This design comes from an exercise in tuning for small area, a short achievable clock period and few clock cycles per item on the open sky130 flow, not from production work. Only the layout flow was run in this run; the RTL was not checked for function there.

===== design.v =====
module aes_sbox_a (input wire [7:0] x, input wire dec, output wire [13:0] m);
    wire t9 = x[0] ^ x[6];
    wire t10 = x[5] ^ t9;
    wire t11 = x[1] ^ x[2];
    wire t12 = x[7] ^ t10;
    wire t13 = x[1] ^ t10;
    wire t14 = t11 ^ t12;
    wire t15 = x[4] ^ t10;
    wire t16 = x[3] ^ t9;
    wire t17 = t11 ^ t16;
    wire t18 = x[0] ^ x[1];
    wire t19 = x[3] ^ x[4];
    wire t20 = t18 ^ t19;
    wire t21 = x[7] ^ t20;
    wire t22 = x[4] ^ x[6];
    wire t23 = t18 ^ t22;
    wire t24 = x[3] ^ x[6];
    wire t25 = t18 ^ t24;
    wire t26 = x[4] ^ x[7];
    wire t27 = x[0] ^ x[3];
    wire t28 = x[4] ^ t27;
    wire t29 = x[5] ^ t23;
    wire t30 = x[7] ^ t22;
    wire t31 = x[2] ^ x[5];
    wire t32 = x[7] ^ t31;
    wire t33 = ~t22;
    wire t34 = ~t25;
    wire t35 = ~t23;
    wire t36 = ~t28;
    wire t37 = ~t30;
    wire t38 = ~t32;
    wire t39 = dec ? t33 : t13;
    wire t40 = dec ? t34 : t12;
    wire t41 = dec ? t26 : t14;
    wire t42 = dec ? t35 : t15;
    wire t43 = dec ? t36 : t10;
    wire t44 = dec ? t29 : t17;
    wire t45 = dec ? t37 : t21;
    wire t46 = dec ? t38 : x[0];
    wire t47 = t39 ^ t43;
    wire t48 = t40 ^ t44;
    wire t49 = t41 ^ t45;
    wire t50 = t42 ^ t46;
    wire t51 = t47 ^ t48;
    wire t52 = t48 ^ t50;
    wire t53 = t47 ^ t49;
    wire t54 = t39 ^ t41;
    wire t55 = t40 ^ t42;
    wire t56 = t43 ^ t45;
    wire t57 = t44 ^ t46;
    wire t58 = t54 ^ t55;
    wire t59 = t56 ^ t57;
    wire t60 = t58 & t59;
    wire t61 = t54 & t56;
    wire t62 = t60 ^ t61;
    wire t63 = t55 & t57;
    wire t64 = t60 ^ t63;
    wire t65 = t62 ^ t64;
    wire t66 = t39 ^ t40;
    wire t67 = t43 ^ t44;
    wire t68 = t66 & t67;
    wire t69 = t39 & t43;
    wire t70 = t68 ^ t69;
    wire t71 = t40 & t44;
    wire t72 = t68 ^ t71;
    wire t73 = t64 ^ t70;
    wire t74 = t65 ^ t72;
    wire t75 = t41 ^ t42;
    wire t76 = t45 ^ t46;
    wire t77 = t75 & t76;
    wire t78 = t41 & t45;
    wire t79 = t77 ^ t78;
    wire t80 = t42 & t46;
    wire t81 = t77 ^ t80;
    wire t82 = t64 ^ t79;
    wire t83 = t65 ^ t81;
    wire t84 = t51 ^ t73;
    wire t85 = t48 ^ t74;
    wire t86 = t52 ^ t82;
    wire t87 = t53 ^ t83;
    wire t88 = t84 ^ t86;
    wire t89 = t85 ^ t87;
    wire t90 = t88 ^ t89;
    wire t91 = t84 ^ t85;
    wire t92 = t86 ^ t87;
    wire t93 = t91 & t92;
    wire t94 = t84 & t86;
    wire t95 = t93 ^ t94;
    wire t96 = t85 & t87;
    wire t97 = t93 ^ t96;
    wire t98 = t88 ^ t95;
    wire t99 = t90 ^ t97;
    assign m[0] = t39;
    assign m[1] = t40;
    assign m[2] = t41;
    assign m[3] = t42;
    assign m[4] = t43;
    assign m[5] = t44;
    assign m[6] = t45;
    assign m[7] = t46;
    assign m[8] = t84;
    assign m[9] = t85;
    assign m[10] = t86;
    assign m[11] = t87;
    assign m[12] = t98;
    assign m[13] = t99;
endmodule
module aes_sbox_b (input wire [13:0] m, input wire dec, output wire [7:0] y);
    wire t15 = m[12] ^ m[13];
    wire t16 = m[10] ^ m[11];
    wire t17 = t15 & t16;
    wire t18 = m[10] & m[13];
    wire t19 = t17 ^ t18;
    wire t20 = m[11] & m[12];
    wire t21 = t17 ^ t20;
    wire t22 = m[8] ^ m[9];
    wire t23 = t15 & t22;
    wire t24 = m[8] & m[13];
    wire t25 = t23 ^ t24;
    wire t26 = m[9] & m[12];
    wire t27 = t23 ^ t26;
    wire t28 = t19 ^ t25;
    wire t29 = t21 ^ t27;
    wire t30 = m[4] ^ m[6];
    wire t31 = m[5] ^ m[7];
    wire t32 = t28 ^ t29;
    wire t33 = t30 ^ t31;
    wire t34 = t32 & t33;
    wire t35 = t28 & t30;
    wire t36 = t34 ^ t35;
    wire t37 = t29 & t31;
    wire t38 = t34 ^ t37;
    wire t39 = t36 ^ t38;
    wire t40 = t19 ^ t21;
    wire t41 = m[4] ^ m[5];
    wire t42 = t40 & t41;
    wire t43 = m[4] & t19;
    wire t44 = t42 ^ t43;
    wire t45 = m[5] & t21;
    wire t46 = t42 ^ t45;
    wire t47 = t38 ^ t44;
    wire t48 = t39 ^ t46;
    wire t49 = t25 ^ t27;
    wire t50 = m[6] ^ m[7];
    wire t51 = t49 & t50;
    wire t52 = m[6] & t25;
    wire t53 = t51 ^ t52;
    wire t54 = m[7] & t27;
    wire t55 = t51 ^ t54;
    wire t56 = t38 ^ t53;
    wire t57 = t39 ^ t55;
    wire t58 = m[0] ^ m[2];
    wire t59 = m[1] ^ m[3];
    wire t60 = t58 ^ t59;
    wire t61 = t32 & t60;
    wire t62 = t28 & t58;
    wire t63 = t61 ^ t62;
    wire t64 = t29 & t59;
    wire t65 = t61 ^ t64;
    wire t66 = t63 ^ t65;
    wire t67 = m[0] ^ m[1];
    wire t68 = t40 & t67;
    wire t69 = m[0] & t19;
    wire t70 = t68 ^ t69;
    wire t71 = m[1] & t21;
    wire t72 = t68 ^ t71;
    wire t73 = t65 ^ t70;
    wire t74 = t66 ^ t72;
    wire t75 = m[2] ^ m[3];
    wire t76 = t49 & t75;
    wire t77 = m[2] & t25;
    wire t78 = t76 ^ t77;
    wire t79 = m[3] & t27;
    wire t80 = t76 ^ t79;
    wire t81 = t65 ^ t78;
    wire t82 = t66 ^ t80;
    wire t83 = t47 ^ t81;
    wire t84 = t48 ^ t57;
    wire t85 = t56 ^ t83;
    wire t86 = t57 ^ t74;
    wire t87 = t73 ^ t84;
    wire t88 = t47 ^ t48;
    wire t89 = t73 ^ t88;
    wire t90 = t82 ^ t83;
    wire t91 = t86 ^ t90;
    wire t92 = t84 ^ t85;
    wire t93 = t56 ^ t81;
    wire t94 = ~t87;
    wire t95 = ~t89;
    wire t96 = ~t86;
    wire t97 = ~t93;
    wire t98 = t47 ^ t73;
    wire t99 = t57 ^ t81;
    wire t100 = t48 ^ t98;
    wire t101 = t56 ^ t74;
    wire t102 = t82 ^ t99;
    wire t103 = t56 ^ t100;
    wire t104 = t100 ^ t102;
    wire t105 = t57 ^ t73;
    wire t106 = t47 ^ t101;
    wire t107 = t102 ^ t106;
    wire t108 = t98 ^ t99;
    wire t109 = t101 ^ t108;
    wire t110 = t48 ^ t73;
    wire t111 = dec ? t82 : t94;
    wire t112 = dec ? t98 : t95;
    wire t113 = dec ? t103 : t91;
    wire t114 = dec ? t104 : t92;
    wire t115 = dec ? t105 : t85;
    wire t116 = dec ? t107 : t96;
    wire t117 = dec ? t109 : t97;
    wire t118 = dec ? t110 : t83;
    assign y[0] = t111;
    assign y[1] = t112;
    assign y[2] = t113;
    assign y[3] = t114;
    assign y[4] = t115;
    assign y[5] = t116;
    assign y[6] = t117;
    assign y[7] = t118;
endmodule
module aes_sboxf_a (input wire [7:0] x, output wire [13:0] m);
    wire t8 = x[0] ^ x[6];
    wire t9 = x[5] ^ t8;
    wire t10 = x[1] ^ x[2];
    wire t11 = x[7] ^ t9;
    wire t12 = x[1] ^ t9;
    wire t13 = t10 ^ t11;
    wire t14 = x[4] ^ t9;
    wire t15 = x[3] ^ t8;
    wire t16 = t10 ^ t15;
    wire t17 = x[0] ^ x[1];
    wire t18 = x[3] ^ x[4];
    wire t19 = t17 ^ t18;
    wire t20 = x[7] ^ t19;
    wire t21 = t9 ^ t12;
    wire t22 = t11 ^ t16;
    wire t23 = t13 ^ t20;
    wire t24 = x[0] ^ t14;
    wire t25 = t21 ^ t22;
    wire t26 = t22 ^ t24;
    wire t27 = t21 ^ t23;
    wire t28 = t12 ^ t13;
    wire t29 = t11 ^ t14;
    wire t30 = t9 ^ t20;
    wire t31 = x[0] ^ t16;
    wire t32 = t28 ^ t29;
    wire t33 = t30 ^ t31;
    wire t34 = t32 & t33;
    wire t35 = t28 & t30;
    wire t36 = t34 ^ t35;
    wire t37 = t29 & t31;
    wire t38 = t34 ^ t37;
    wire t39 = t36 ^ t38;
    wire t40 = t11 ^ t12;
    wire t41 = t9 ^ t16;
    wire t42 = t40 & t41;
    wire t43 = t9 & t12;
    wire t44 = t42 ^ t43;
    wire t45 = t11 & t16;
    wire t46 = t42 ^ t45;
    wire t47 = t38 ^ t44;
    wire t48 = t39 ^ t46;
    wire t49 = t13 ^ t14;
    wire t50 = x[0] ^ t20;
    wire t51 = t49 & t50;
    wire t52 = t13 & t20;
    wire t53 = t51 ^ t52;
    wire t54 = x[0] & t14;
    wire t55 = t51 ^ t54;
    wire t56 = t38 ^ t53;
    wire t57 = t39 ^ t55;
    wire t58 = t25 ^ t47;
    wire t59 = t22 ^ t48;
    wire t60 = t26 ^ t56;
    wire t61 = t27 ^ t57;
    wire t62 = t58 ^ t60;
    wire t63 = t59 ^ t61;
    wire t64 = t62 ^ t63;
    wire t65 = t58 ^ t59;
    wire t66 = t60 ^ t61;
    wire t67 = t65 & t66;
    wire t68 = t58 & t60;
    wire t69 = t67 ^ t68;
    wire t70 = t59 & t61;
    wire t71 = t67 ^ t70;
    wire t72 = t62 ^ t69;
    wire t73 = t64 ^ t71;
    assign m[0] = t12;
    assign m[1] = t11;
    assign m[2] = t13;
    assign m[3] = t14;
    assign m[4] = t9;
    assign m[5] = t16;
    assign m[6] = t20;
    assign m[7] = x[0];
    assign m[8] = t58;
    assign m[9] = t59;
    assign m[10] = t60;
    assign m[11] = t61;
    assign m[12] = t72;
    assign m[13] = t73;
endmodule
module aes_sboxf_b (input wire [13:0] m, output wire [7:0] y);
    wire t14 = m[12] ^ m[13];
    wire t15 = m[10] ^ m[11];
    wire t16 = t14 & t15;
    wire t17 = m[10] & m[13];
    wire t18 = t16 ^ t17;
    wire t19 = m[11] & m[12];
    wire t20 = t16 ^ t19;
    wire t21 = m[8] ^ m[9];
    wire t22 = t14 & t21;
    wire t23 = m[8] & m[13];
    wire t24 = t22 ^ t23;
    wire t25 = m[9] & m[12];
    wire t26 = t22 ^ t25;
    wire t27 = t18 ^ t24;
    wire t28 = t20 ^ t26;
    wire t29 = m[4] ^ m[6];
    wire t30 = m[5] ^ m[7];
    wire t31 = t27 ^ t28;
    wire t32 = t29 ^ t30;
    wire t33 = t31 & t32;
    wire t34 = t27 & t29;
    wire t35 = t33 ^ t34;
    wire t36 = t28 & t30;
    wire t37 = t33 ^ t36;
    wire t38 = t35 ^ t37;
    wire t39 = t18 ^ t20;
    wire t40 = m[4] ^ m[5];
    wire t41 = t39 & t40;
    wire t42 = m[4] & t18;
    wire t43 = t41 ^ t42;
    wire t44 = m[5] & t20;
    wire t45 = t41 ^ t44;
    wire t46 = t37 ^ t43;
    wire t47 = t38 ^ t45;
    wire t48 = t24 ^ t26;
    wire t49 = m[6] ^ m[7];
    wire t50 = t48 & t49;
    wire t51 = m[6] & t24;
    wire t52 = t50 ^ t51;
    wire t53 = m[7] & t26;
    wire t54 = t50 ^ t53;
    wire t55 = t37 ^ t52;
    wire t56 = t38 ^ t54;
    wire t57 = m[0] ^ m[2];
    wire t58 = m[1] ^ m[3];
    wire t59 = t57 ^ t58;
    wire t60 = t31 & t59;
    wire t61 = t27 & t57;
    wire t62 = t60 ^ t61;
    wire t63 = t28 & t58;
    wire t64 = t60 ^ t63;
    wire t65 = t62 ^ t64;
    wire t66 = m[0] ^ m[1];
    wire t67 = t39 & t66;
    wire t68 = m[0] & t18;
    wire t69 = t67 ^ t68;
    wire t70 = m[1] & t20;
    wire t71 = t67 ^ t70;
    wire t72 = t64 ^ t69;
    wire t73 = t65 ^ t71;
    wire t74 = m[2] ^ m[3];
    wire t75 = t48 & t74;
    wire t76 = m[2] & t24;
    wire t77 = t75 ^ t76;
    wire t78 = m[3] & t26;
    wire t79 = t75 ^ t78;
    wire t80 = t64 ^ t77;
    wire t81 = t65 ^ t79;
    wire t82 = t46 ^ t80;
    wire t83 = t47 ^ t56;
    wire t84 = t55 ^ t82;
    wire t85 = t56 ^ t73;
    wire t86 = t72 ^ t83;
    wire t87 = t46 ^ t47;
    wire t88 = t72 ^ t87;
    wire t89 = t81 ^ t82;
    wire t90 = t85 ^ t89;
    wire t91 = t83 ^ t84;
    wire t92 = t55 ^ t80;
    wire t93 = ~t86;
    wire t94 = ~t88;
    wire t95 = ~t85;
    wire t96 = ~t92;
    assign y[0] = t93;
    assign y[1] = t94;
    assign y[2] = t90;
    assign y[3] = t91;
    assign y[4] = t84;
    assign y[5] = t95;
    assign y[6] = t96;
    assign y[7] = t82;
endmodule
module aes_mixcol (
    input  wire [31:0] c,
    output wire [31:0] y
);
    wire [7:0] a0 = c[7:0];
    wire [7:0] a1 = c[15:8];
    wire [7:0] a2 = c[23:16];
    wire [7:0] a3 = c[31:24];
    wire [7:0] x0 = {a0[6:0], 1'b0} ^ (a0[7] ? 8'h1b : 8'h00);
    wire [7:0] x1 = {a1[6:0], 1'b0} ^ (a1[7] ? 8'h1b : 8'h00);
    wire [7:0] x2 = {a2[6:0], 1'b0} ^ (a2[7] ? 8'h1b : 8'h00);
    wire [7:0] x3 = {a3[6:0], 1'b0} ^ (a3[7] ? 8'h1b : 8'h00);
    assign y[7:0]   = x0 ^ (x1 ^ a1) ^ a2 ^ a3;
    assign y[15:8]  = a0 ^ x1 ^ (x2 ^ a2) ^ a3;
    assign y[23:16] = a0 ^ a1 ^ x2 ^ (x3 ^ a3);
    assign y[31:24] = (x0 ^ a0) ^ a1 ^ a2 ^ x3;
endmodule
module aes_inv_mixcol_delta (
    input  wire [31:0] c,
    output wire [31:0] y
);
    function [7:0] x2;   
        input [7:0] a;
        x2 = {a[6:0], 1'b0} ^ (a[7] ? 8'h1b : 8'h00);
    endfunction
    wire [7:0] u = x2(x2(c[7:0]  ^ c[23:16]));
    wire [7:0] v = x2(x2(c[15:8] ^ c[31:24]));
    wire [7:0] t = x2(u ^ v);
    assign y = {t ^ v, t ^ u, t ^ v, t ^ u};
endmodule
module aes256_core (
    input  wire         clk,
    input  wire         rst,
    input  wire         start,
    input  wire [1:0]   op,
    input  wire [255:0] key,
    input  wire [127:0] din,
    output reg          ready,
    output reg          done,
    output reg          err,
    output reg  [127:0] dout
);
    function [127:0] sig;
        input [127:0] a;
        sig = {a[63:32], a[95:64], a[127:96], a[31:0]};
    endfunction
    reg [255:0] ks;          
    reg [255:0] ke;          
    reg         kv;          
    reg         wpend;       
    reg         wact;        
    reg         v1, d1, x1;  
    reg [3:0]   c1;          
    reg [127:0] s1;          
    reg [255:0] k1;          
    reg         v2, d2, x2;
    reg [3:0]   c2;
    reg [223:0] m2;          
    reg [55:0]  q2;          
    reg [255:0] k2;
    reg         v3, d3, x3;
    reg [3:0]   c3;
    reg [127:0] u3;          
    reg [255:0] k3;          
    wire last3 = (c3 == 4'd13);
    reg  free3;                     
    reg  fin2;                      
    genvar gi;
    wire [127:0] sr;
    wire [223:0] ma;
    wire [55:0]  qa;
    generate
        for (gi = 0; gi < 16; gi = gi + 1) begin : g_a
            assign sr[8*gi+7:8*gi] =
                s1[8*((gi % 4) + 4*(((gi / 4) + (gi % 4)) % 4)) +: 8];
            aes_sbox_a u_sa (.x(sr[8*gi+7:8*gi]), .dec(d1), .m(ma[14*gi+13:14*gi]));
        end
        for (gi = 0; gi < 4; gi = gi + 1) begin : g_ka
            aes_sboxf_a u_ka (.x(k1[224+8*gi+7:224+8*gi]), .m(qa[14*gi+13:14*gi]));
        end
    endgenerate
    wire [127:0] b;
    wire [31:0]  sw;
    generate
        for (gi = 0; gi < 16; gi = gi + 1) begin : g_b
            aes_sbox_b u_sb (.m(m2[14*gi+13:14*gi]), .dec(d2), .y(b[8*gi+7:8*gi]));
        end
        for (gi = 0; gi < 4; gi = gi + 1) begin : g_kb
            aes_sboxf_b u_kb (.m(q2[14*gi+13:14*gi]), .y(sw[8*gi+7:8*gi]));
        end
    endgenerate
    wire [127:0] ub = d2 ? (b ^ sig(k2[255:128])) : b;
    wire [7:0]  rcon = d2 ? (8'h40 >> c2[3:1]) : (8'h01 << c2[3:1]);
    wire [31:0] t    = c2[0] ? sw : ({sw[7:0], sw[31:8]} ^ {24'h0, rcon});
    wire [31:0] l0 = k2[31:0], l1 = k2[63:32], l2 = k2[95:64], l3 = k2[127:96];
    wire [31:0] p1 = l1 ^ l0;
    wire [31:0] p2 = d2 ? (l2 ^ l1) : (l2 ^ l1 ^ l0);
    wire [31:0] p3 = d2 ? (l3 ^ l2) : (l3 ^ l2 ^ l1 ^ l0);
    wire [31:0] te = d2 ? 32'h0 : t;
    wire [31:0] n0 = l0 ^ t;
    wire [31:0] n1 = p1 ^ te;
    wire [31:0] n2 = p2 ^ te;
    wire [31:0] n3 = p3 ^ te;
    wire [255:0] nk = {n3, n2, n1, n0, k2[255:128]};
    wire [127:0] rk = k3[127:0];    
    wire [127:0] ns;
    generate
        for (gi = 0; gi < 4; gi = gi + 1) begin : g_mc
            wire [31:0] dl, mc;
            aes_inv_mixcol_delta u_dl (.c(u3[32*gi+31:32*gi]), .y(dl));
            aes_mixcol u_mc (.c(u3[32*gi+31:32*gi]), .y(mc));
            assign ns[32*gi+31:32*gi] = mc ^ (d3 ? dl : rk[32*gi+31:32*gi]);
        end
    endgenerate
    wire [127:0] res = d3 ? sig(u3) : (u3 ^ rk);
    wire acc     = start && ready;
    wire blk     = acc && (op != 2'b00);
    wire launch  = blk && kv;
    wire wlaunch = wpend && free3;
    wire ldec    = op[1] && !wpend;
    wire [127:0] s_new = ldec ? sig(din ^ ke[255:128]) : (din ^ ks[127:0]);
    wire [255:0] k_new = ldec ? {ke[127:0], ke[255:128]} : ks;
    wire wpend_n = wlaunch ? 1'b0 : (acc && op == 2'b00) ? 1'b1 : wpend;
    wire wact_n  = (v3 && last3 && x3) ? 1'b0 : wlaunch ? 1'b1 : wact;
    always @(posedge clk) begin
        v2 <= v1; d2 <= d1; x2 <= x1; c2 <= c1;
        m2 <= ma; q2 <= qa; k2 <= k1;
        v3 <= v2; d3 <= d2; x3 <= x2; c3 <= c2;
        free3 <= !v2 || (c2 == 4'd13);
        fin2  <= v1 && (c1 == 4'd13) && x1;
        u3 <= ub; k3 <= nk;
        dout <= res;
        done <= 1'b0;
        err  <= 1'b0;
        if (free3) begin
            s1 <= s_new;
            k1 <= k_new;
        end else begin
            s1 <= ns;
            k1 <= k3;
        end
        if (launch) begin
            v1 <= 1'b1; d1 <= op[1]; x1 <= 1'b0; c1 <= 4'd0;
        end else if (wlaunch) begin
            v1 <= 1'b1; d1 <= 1'b0; x1 <= 1'b1; c1 <= 4'd0;
        end else begin
            v1 <= v3 && !last3; d1 <= d3; x1 <= x3; c1 <= c3 + 4'd1;
        end
        ready <= !wpend_n && !wact_n && (!v2 || c2 == 4'd13);
        if (acc && op == 2'b00) begin
            ks <= key;
            kv <= 1'b1;
        end
        wpend <= wpend_n;
        wact  <= wact_n;
        if (blk && !kv) begin
            done <= 1'b1;
            err  <= 1'b1;
        end
        if (v3 && last3)
            done <= 1'b1;
        if (fin2)
            ke <= k2;
        if (rst) begin
            v1 <= 1'b0; v2 <= 1'b0; v3 <= 1'b0;
            free3 <= 1'b1; fin2 <= 1'b0;
            kv <= 1'b0; wpend <= 1'b0; wact <= 1'b0;
            done <= 1'b0;
            ready <= 1'b1;
        end
    end
endmodule

===== flow/run.sh =====
#!/bin/bash
# Own flow: the standard layout (standard.sh) with three changes:
#  - synthesis maps with an ABC script suited to XOR-heavy logic
#    (flow/abc.script) and skips the full/half adder extraction; registers,
#    flattening and renaming are the standard synthesis's;
#  - timing repair aims SETUP_SLACK_MARGIN ns below the clock period;
#  - ports are buffered with a plain buffer cell, and the delay cells are
#    not used as buffers.
set -euo pipefail
W=$(pwd)
MARGIN=6.5
SYN=$FLOW_HOME/scripts/synth.tcl
sed -e 's|^\(\s*\)\[env_var_exists_and_non_empty ADDER_MAP_FILE\] &&|\10 \&\& [env_var_exists_and_non_empty ADDER_MAP_FILE] \&\&|' \
    -e "s|^\(\s*\)log_cmd abc {\*}\$abc_args|\1log_cmd abc -script $W/flow/abc.script {*}[lrange \$abc_args 2 end]|" \
    "$SYN" > "$W/synth_own.tcl"
grep -q '0 && \[env_var_exists_and_non_empty ADDER_MAP_FILE\]' "$W/synth_own.tcl"
grep -q "log_cmd abc -script $W/flow/abc.script" "$W/synth_own.tcl"
sed "s|source \$::env(SCRIPTS_DIR)/synth.tcl|source $W/synth_own.tcl|" synth_recipe.tcl > "$W/synth_recipe_own.tcl"
grep -q "source $W/synth_own.tcl" "$W/synth_recipe_own.tcl"
sed -e "s|SYNTH_SCRIPT=[^ ]*|SYNTH_SCRIPT=$W/synth_recipe_own.tcl|" \
    -e "s|\"\${@:-finish}\"|SETUP_SLACK_MARGIN=$MARGIN \"\${@:-finish}\"|" standard.sh > "$W/standard_own.sh"
grep -q "SYNTH_SCRIPT=$W/synth_recipe_own.tcl" "$W/standard_own.sh"
grep -q "SETUP_SLACK_MARGIN=$MARGIN" "$W/standard_own.sh"
export BUFFER_PORTS_ARGS="-buffer_cell sky130_fd_sc_hd__buf_1"
DLY=""
for c in clkdlybuf4s15_1 clkdlybuf4s15_2 clkdlybuf4s18_1 clkdlybuf4s18_2 clkdlybuf4s25_1 \
         clkdlybuf4s25_2 clkdlybuf4s50_1 clkdlybuf4s50_2 dlygate4sd1_1 dlygate4sd2_1 \
         dlygate4sd3_1 dlymetal6s2s_1 dlymetal6s4s_1 dlymetal6s6s_1; do
  DLY="$DLY sky130_fd_sc_hd__$c"
done
export DONT_USE_CELLS="$DLY"
bash "$W/standard_own.sh" > "$W/flow_make.log" 2>&1

===== flow/abc.script =====
strash
&get -n
&dch -x
&nf -R 1000
&put
buffer -c
topo
stime -c
upsize -c
dnsize -c

===== standard.sh =====
#!/bin/bash
# synth_recipe.tcl (not shown) runs the flow's synth.tcl, then flattens the netlist and writes it again
# the make line also repeats each setting of config.mk as NAME=value (left out here)
make -C /OpenROAD-flow-scripts/flow DESIGN_CONFIG=/design/flow/config.mk WORK_HOME=/design/flow/orfs CLKGATE_MAP_FILE= SYNTH_SCRIPT=/design/flow/synth_recipe.tcl "${@:-finish}"

===== config.mk =====
export PLATFORM = sky130hd
export DESIGN_NAME = aes256_core
export DESIGN_NICKNAME = aes256_core
export VERILOG_FILES = /design/flow/design.v
export SDC_FILE = /design/flow/constraint.sdc
export NUM_CORES = 8
export LEC_CHECK = 0
export CAP_MARGIN = 20
export CORE_MARGIN = 2
export CORE_UTILIZATION = 40
export CTS_BUF_LIST = sky130_fd_sc_hd__clkbuf_16
export CTS_CLUSTER_DIAMETER = 60
export CTS_CLUSTER_SIZE = 25
export SLEW_MARGIN = 20

===== constraint.sdc =====
create_clock -name core_clock -period 10.0 [get_ports {clk}]
set_input_delay 2.0000 -clock core_clock [delete_from_list [all_inputs] [get_ports {clk}]]
set_output_delay 2.0000 -clock core_clock [all_outputs]
set_load 0.01 [all_outputs]

==> results.ini <==
[critical_path]
ff2ff_path_depth = 16
crit_chain = xnor2_4, nor2_4, xnor2_2, xnor2_2, buf_6, nor2_4, mux2_4, buf_4, xnor2_2, xnor2_2, xnor2_4, xnor2_4, mux2i_4, xnor2_1, nand2b_1, xnor2_1
endpoint_kind = flop
path_max_fanout = 6
arrival_ns = 4.32
crit_path_end = k3[193]
cp-start-kind = flop
cp_slowest_stage_delay_ns = 0.37
crit_top_cell = xnor2_2
critPathKind = reg -> reg
r2r-end = k3[193]
rrSetupSlack_ns = 6.42
cp.required_ns = 10.75
cp-startpoint = q2[26]
r2r_start = q2[26]
worst_path_max_delay_cell = dfxtp_4

[global_routing]
grt_pass1_wl_um = 453000
grt_pass1_vias = 64544
grt_max_degree = 193
antenna_found_initial = 37
grt_overflow = 0
track_usage_pct = 26.4

[clock_network]
cts_buffers = 153
clock_latency_ns = 0.86
clk_path_buf_depth = 3
clock_sinks = 1969
tritoncts = done
hold_buffers = 0
htreeDepth = 4
clk_pin_slew_ns = 0.10
cts-root-buf = clkbuf_16

[drt]
drcViolationCount = 0
drtIter0Drc = 6777
vias = 66880
drt-pass1-iter-count = 6
wl_per_cell_um = 24.7
finalWirelength_um = 325000
final_antenna_net_count = 0
viasPerCell = 5.08

[final_layout]
drive_gt1_share_pct = 9.04
nFillCells = 21702
seqCellArea_um2 = 44600
nNetsFinal = 10280
multiInputGateArea_um2 = 50200
layout_common_cells = xnor2_1, dfxtp_1, nand2_1
final_common_cell = xnor2_1
area_delta_synth_final_pct = 15.3

[outcome]
status = no timing/DRC/antenna violations

[floorplanning]
initial_core_util_pct = 40.2
fp.dieArea_um2 = 238000
rows = 177
core_um2 = 233000
dieHeight_um = 488
die_w_um = 488
boundaryPins = 520

[sta]
final.setup_skew_ns = 0.0909
fin_ws_ns = 6.42
min_period_ns = 3.58
finalCritPeriodShare_pct = 35.8
tightestPinTransition_ns = 1.12
tns_ns = 0
fmax_mhz = 279
rsz0062_at_grt = true
slew_viol_final = 0
relSlewSlack_pct = 24.5
setup_viol_count_final = 0
hold_viol = 0

[place]
dp_hpwl_um = 252000
finalWeightedCongestion = 0.977
dpl_worst_slack_ns = 5.19
io_buffers = 519

[synthesis]
synth_area_um2 = 93600
synth_edf_count = 512
ys_ff_latch = 1969
synth_fp_nets = 9875
yosysSeqAreaShare_pct = 47.6
syn_inst = 9486
yosysWarnings = 2
synth-main-ff-cell = dfxtp_1
yosysUniqueCellTypes = 49
avgSynthCellArea_um2 = 9.87
async_flop_share_pct = 0

[flow_run]
cap_violations = 0

[worst_hold_path]
min_path_type = reg -> reg

==> final cells by class <==
class / instances / area share, %
inverter: 117 / 0.408
multi-input combinational: 6999 / 46.5
tap: 3132 / 3.63
clock inverter: 129 / 1.53
timing repair buffer: 651 / 2.95
clock buffer: 158 / 3.66
antenna: 11 / 0.0255
sequential: 1969 / 41.3
==> metal layers <==
layer | GRT usage (%) | wire, µm
met5 | 0 | 104
met4 | 13.1 | 19000
met3 | 4.59 | 23500
met2 | 39.7 | 140000
met1 | 36.4 | 143000
==> kinds of logic (layout without fill, tap and decap cells) <==
kind of cell	count (synthesis)	in the layout	share of synthesized area [%]
AOI/OAI and AO/OA	1231	1231	7.35
buffers and inverters	519	1055	2.09
muxes	115	115	1.29
xor gates and xnor gates	3469	3469	32.5
other	0	11	0
and+or+nand+nor	2183	2184	9.18
DFF	1969	1969	47.6
==> Yosys cell counts, drive strengths merged, types with 20 or more instances <==
| cell | instances | area (µm²) |
|---|---|---|
| clkbuf | 366 | 1370 |
| nand2 | 1316 | 4940 |
| xnor2 | 2343 | 20600 |
| o21a | 25 | 188 |
| dfxtp | 1457 | 29200 |
| a21boi | 39 | 293 |
| edfxtp | 512 | 15400 |
| a211oi | 20 | 150 |
| nor2 | 706 | 2650 |
| o21ai | 556 | 2780 |
| o22ai | 70 | 438 |
| nand2b | 70 | 438 |
| a31oi | 207 | 1290 |
| buf | 36 | 141 |
| a21oi | 258 | 1300 |
| mux2 | 44 | 495 |
| inv | 117 | 439 |
| mux2i | 71 | 711 |
| nor2b | 38 | 238 |
| xor2 | 1126 | 9880 |
==> critical path, delay by kind of cell (launching register included) <==
family / cells / cell delay [ns]
mux: 2 / 0.50
xor+xnor: 9 / 1.98
simple gates: 3 / 0.30
buf+inv: 2 / 0.30
flops: 1 / 0.37
==> flip-flops by register name, summed over array words and instances, names as in the netlist, 224 cells and up <==
signal  count
k3        256
ke        256
ks        256
k1        256
m2        224
k2        256
==> through the flow <==
stage / cells / hold slack (ns) / cell area (µm²) / util (%)
floorplan: 9486 / 0.310 / 93700 / -
global placement: 12780 / 0.310 / 98500 / 42.3
detailed placement: 12780 / 0.312 / 98500 / 42.3
CTS: 13097 / 0.288 / 105000 / 45.2
global route: 13157 / 0.304 / 108000 / 46.4
finish: 13166 / 0.291 / 108000 / 46.4
==> repair_timing <==
item | CTS | global route
setup buffers | 28 | 57
setup endpoints to repair | 395 | 260
cloned | 2 | 1
pin swaps | 33 | 100
gates resized for setup | 146 | 370
endpoints found under the hold margin | 0 | 0
==> how the worst min path moves through the flow <==
stage | end | start | cells past startpoint | slack [ns]
finish | k2[208] | k1[208] | 0 | 0.29
global route | k2[208] | k1[208] | 0 | 0.30
CTS | k2[208] | k1[208] | 0 | 0.29
detailed placement | k2[21] | k1[21] | 0 | 0.31
global placement | k2[169] | k1[169] | 0 | 0.31
floorplan | k2[0] | k1[0] | 0 | 0.31

separate check: timing with driven ports:
No port has a modelled driver above. Below, the same layout with a new extraction and two added sets of constraints. Step 1, drivers: a clkbuf_16 drives clk and a buf_2 each remaining input, both assumed. Step 2 moves the port delays by t, midway between the first and last clock arrival at a register: inputs arrive t later, outputs are due t later. That takes back most of the time a late clock gives input paths. Slacks: ideal ports / drivers / drivers and shift; pairs: ideal ports / drivers.
shift t [ns]: 0.915
setup slack, ns: 6.422 / 6.422 / 5.703
worst setup path after step 2: input to register
worst register clock-pin slew, ns: 0.10 / 0.10
After both steps setup and hold are still met in this run. For this run, drivers alone change the setup slack by 0.000 ns; drivers and shift together by -0.719 ns.
